From an optimization exercise on the open Yosys and OpenROAD flow, aimed at small area, a short achievable clock period and few clock cycles; shortcuts taken in it are not production practice. Function was checked by simulation only, so behaviour that the tests miss may differ from the original. Power and IR drop assume default switching activity.

==> flow/design.v (excerpt) <==
module dshot_tdec (
    input  wire        clk,
    input  wire        rst,             
    input  wire        cfg_scheme,      
    input  wire [6:0]  cfg_tol,         
    input  wire        cfg_csum_inv,    
    input  wire [15:0] cfg_nom_period,  
    input  wire        in_valid,
    output wire        in_ready,
    input  wire        in_end,
    input  wire        in_level,        
    input  wire [15:0] in_high,         
    input  wire [15:0] in_len,          
    output reg         out_valid,
    output reg  [2:0]  out_status,
    output reg  [15:0] out_raw
);
For scale: about 4,900 cells after synthesis, roughly 83 I/O pins.
clock: 20.0 ns
lec_check: 0
cap_margin: 20
core_margin: 2
core_utilization: 40
cts_cluster_diameter: 80
cts_cluster_size: 25
slew_margin: 20
run.sh (not shown) runs the stock make flow with config.mk's settings and CLKGATE_MAP_FILE= SYNTH_SCRIPT=/design/flow/synth_recipe.tcl, a recipe that flattens the netlist after the stock synthesis.
The first run finished with timing, DRC and antenna clean.
Testbench counts at the start, summed over its fixed seeds: cycles 16,293.
Next try:
--- a/flow/design.v
+++ b/flow/design.v
@@ -413,18 +413,16 @@
             r1_cp  <= dv_up ? r1_cp : 18'd0;
             r1_c   <= slow_c;
             r1_big <= 1'b0;
             r1_chk <= !r1_last;
             r1_err <= r1_err || (!r1_last && dv_tie);
         end
     end
-    wire [18:0] dv_x  = {3'b0, r1_d} - {1'b0, r1_cp};             
-    wire [18:0] dv_y  = dv_x + {3'b0, tq_1};                         
-    wire        dv_hi = !dv_x[18] && (dv_x[17:0] > {2'b0, tq_1});    
-    wire        r1_fail = r1_err || (r1_chk && (dv_hi || dv_y[18]));
+    wire [18:0] dv_y  = {3'b0, r1_d} + {3'b0, tq_1} - {1'b0, r1_cp};
+    wire        r1_fail = r1_err || (r1_chk && (dv_y[18] || (dv_y[17:0] > {1'b0, tq_1, 1'b0})));
     wire        r1_mv = r1_v && !r1_stall;
     wire [4:0]  gpos  = 5'd20 - cum_eff;
     always @(posedge clk) begin
         if (rst)
             r2_v <= 1'b0;
         else
             r2_v <= r1_mv;
Setup slack loses 0.059 ns.
Die area grows by about 0.4%.
Sequential power shrinks by about 2%.
Synthesized area grows by 0.42%.
Maximum frequency shrinks by 1.0%.
Utilization stays flat.
Design area barely changes.
Power shrinks by about 7%.
Via count shrinks by 0.48%.
Flip-flop and latch count stays the same.
Wire length is about the same.
Testbench counts after the change, summed over its fixed seeds: cycles 16,293.

---

RTL: one of the versions met above, not the one the previous note started from.
Size in the first run: ~4800 cells after synthesis, about 1000 flip-flops, about 83 I/O pins, ~56000 sq um of cells after synthesis.
make LEC_CHECK=0 CAP_MARGIN=20 CORE_MARGIN=2 CORE_UTILIZATION=40 SLEW_MARGIN=20 finish   # period 20.0 ns
Testbench counts at the start, summed over its fixed seeds: cycles 16,293.
==> next run, changes <==
--- a/flow/design.v
+++ b/flow/design.v
@@ -123,40 +123,40 @@
     wire v1_div_a  = proc_end && (estat_in == E_NONE);
     wire v1_div_in = proc_samp && need_div_in;
     wire buf_we = proc_samp && (cs || (cnt < 6'd16));
     wire [4:0]  cum_eff  = r1_first ? 5'd0 : cum;
     wire [5:0]  csum6 = {1'b0, cum_eff} + {1'b0, r1_c};
     wire [4:0]  cum_nx = (csum6 > 6'd21) ? 5'd21 : csum6[4:0];
     wire [4:0]  cum_iss = (b_j == 5'd0) ? 5'd0 : r1_v ? cum_nx : cum;
     wire        slow_need = r1_v && r1_big;    
     wire        r1_stall = slow_need;
     wire        b_tok    = (b_estat != E_NONE);
     wire        b_issue  = b_act && !r1_stall;
     wire        b_lastis = b_tok || (b_left == 6'd1);
-    wire        b_take   = (a_st == A_READY) && (!b_act || (b_issue && b_lastis));
+    wire        b_take   = (a_st == A_READY) && ((!b_act && !r1_stall) || (b_issue && b_lastis));
     wire b_div = slow_need && dv_idle && !v1_div_a && !v1_div_in;
     wire dv_start = v1_div_a || v1_div_in || b_div;
     wire [15:0] bd  = bq;    
     wire [16:0] bdd = {bd, 1'b0};
     wire [17:0] by1 = {1'b0, bdd} - {2'b0, b_p};
     wire [16:0] byp = by1[16:0];
     wire        ge1 = !by1[17];
     wire        ge3 = ge1 && (byp >= {b_p, 1'b0});
     wire        ge5 = ge1 && ({1'b0, byp} >= {b_p, 2'b0});
     wire        ge7 = ge1 && ({2'b0, byp} >= {b_t3, 1'b0});
     wire        eq1 = (by1 == 18'd0);
     wire        eq3 = ge1 && (byp == {b_p, 1'b0});
     wire        eq5 = ge1 && ({1'b0, byp} == {b_p, 2'b0});
     wire [2:0]  c_f = ge7 ? 3'd4 : ge5 ? 3'd3 : ge3 ? 3'd2 : ge1 ? 3'd1 : 3'd0;
-    wire [17:0] cp_f = ge7 ? {2'b0, b_p} : ge5 ? b_t3 : ge3 ? {1'b0, b_p, 1'b0} :
+    wire [17:0] cp_f = ge5 ? b_t3 : ge3 ? {1'b0, b_p, 1'b0} :
                        ge1 ? {2'b0, b_p} : 18'd0;
     wire        is_last = (b_left == 6'd1);
     reg [1:0] a_st_n;
     always @(*) begin
         a_st_n = a_st;
         case (a_st)
             A_IDLE:  if (proc_end) a_st_n = (estat_in == E_NONE) ? A_DIV : A_READY;
             A_DIV:   if (dv_done && dv_own == OWN_A) a_st_n = A_READY;
             A_READY: if (b_take) a_st_n = (a_estat == E_NONE) ? A_HAND : A_IDLE;
             default: if (b_issue && (cs || b_j == 5'd1)) a_st_n = A_IDLE;
         endcase
     end
@@ -281,25 +281,25 @@
             if (!cs) begin
                 dx  = acc;
                 ddv = 21'd16;
             end else if (cnt < 6'd2) begin
                 dx  = {5'd0, cpn};
                 ddv = 21'd1;
             end else begin
                 dx  = acc;
                 ddv = nacc;
             end
         end else begin
             dx  = {5'd0, r1_d};
-            ddv = {5'd0, r1_cp[15:0]};
+            ddv = {5'd0, b_p};
         end
     end
     wire [9:0] hz_t = {1'b0, a_rr, 2'b00} + (dv_q[1] ? {2'b0, ctol, 1'b0} : 10'd0)
                                          + (dv_q[0] ? {3'b0, ctol} : 10'd0);
     reg  [2:0] hz_dig;
     reg  [9:0] hz_sub;
     always @(*) begin
         if      (hz_t >= 10'd600) begin hz_dig = 3'd6; hz_sub = 10'd600; end
         else if (hz_t >= 10'd500) begin hz_dig = 3'd5; hz_sub = 10'd500; end
         else if (hz_t >= 10'd400) begin hz_dig = 3'd4; hz_sub = 10'd400; end
         else if (hz_t >= 10'd300) begin hz_dig = 3'd3; hz_sub = 10'd300; end
         else if (hz_t >= 10'd200) begin hz_dig = 3'd2; hz_sub = 10'd200; end
@@ -401,25 +401,25 @@
                 end else begin
                     r1_d   <= (b_j == 5'd0) ? a_pmin : a_pmax;
                     r1_cp  <= {2'b0, b_p};
                     r1_c   <= 5'd0;
                     r1_big <= 1'b0;
                     r1_chk <= (b_j < 5'd2);
                     r1_err <= eq1;
                     r1_bit <= ge1 && !eq1;
                 end
             end
         end else if (dv_done2 && dv_own == OWN_B) begin
             r1_d   <= dv_rem[15:0];
-            r1_cp  <= dv_up ? r1_cp : 18'd0;
+            r1_cp  <= dv_up ? {2'b0, b_p} : 18'd0;
             r1_c   <= slow_c;
             r1_big <= 1'b0;
             r1_chk <= !r1_last;
             r1_err <= r1_err || (!r1_last && dv_tie);
         end
     end
     wire [18:0] dv_y  = {3'b0, r1_d} + {3'b0, tq_1} - {1'b0, r1_cp};
     wire        r1_fail = r1_err || (r1_chk && (dv_y[18] || (dv_y[17:0] > {1'b0, tq_1, 1'b0})));
     wire        r1_mv = r1_v && !r1_stall;
     wire [4:0]  gpos  = 5'd20 - cum_eff;
     always @(posedge clk) begin
         if (rst)
Power climbs by a little under a tenth; core utilization climbs by 0.12 points; global-route usage climbs by 0.53 points; cell count barely changes; via count climbs slightly; non-clock buffer count climbs by 5; critical path depth is unchanged; sequential share of layout area stays flat; area after synthesis stays flat.
Testbench counts after the change, summed over its fixed seeds: cycles 16,293.

==> re-timing with driven ports <==
No port has a modelled driver above. Below, the same layouts with a new extraction and two added sets of constraints.
Step 1 (the two cells are an assumption about what drives the block):
set clk [get_ports {clk}]
set_driving_cell -lib_cell sky130_fd_sc_hd__clkbuf_16 $clk
set_driving_cell -lib_cell sky130_fd_sc_hd__buf_2 [delete_from_list [all_inputs] $clk]
Step 2 moves the port delays by t, midway between the first and last clock arrival at a register: inputs arrive t later, outputs are due t later. That takes back most of the time a late clock gives input paths.
Slacks: ideal / step 1 / step 2; pairs: ideal / step 1.
run | t (ns) | setup WS [ns] | worst setup path after step 2 | worst data-port slew with drivers (ns)
the first run of note 1 | 0.768 | 14.191 / 14.169 / 14.067 | input to register | 0.15
the second run of note 1 | 0.766 | 14.133 / 14.113 / 14.133 | register to register | 0.19
the first run of note 2 | 0.794 | 14.146 / 14.099 / 14.146 | register to register | 0.20
the second run of note 2 | 0.804 | 14.031 / 14.031 / 14.031 | register to register | 0.14
After both steps setup and hold are still met in every run listed. For the first run of note 1, which loses most, drivers alone change the setup slack by -0.022 ns; drivers and shift together by -0.124 ns.
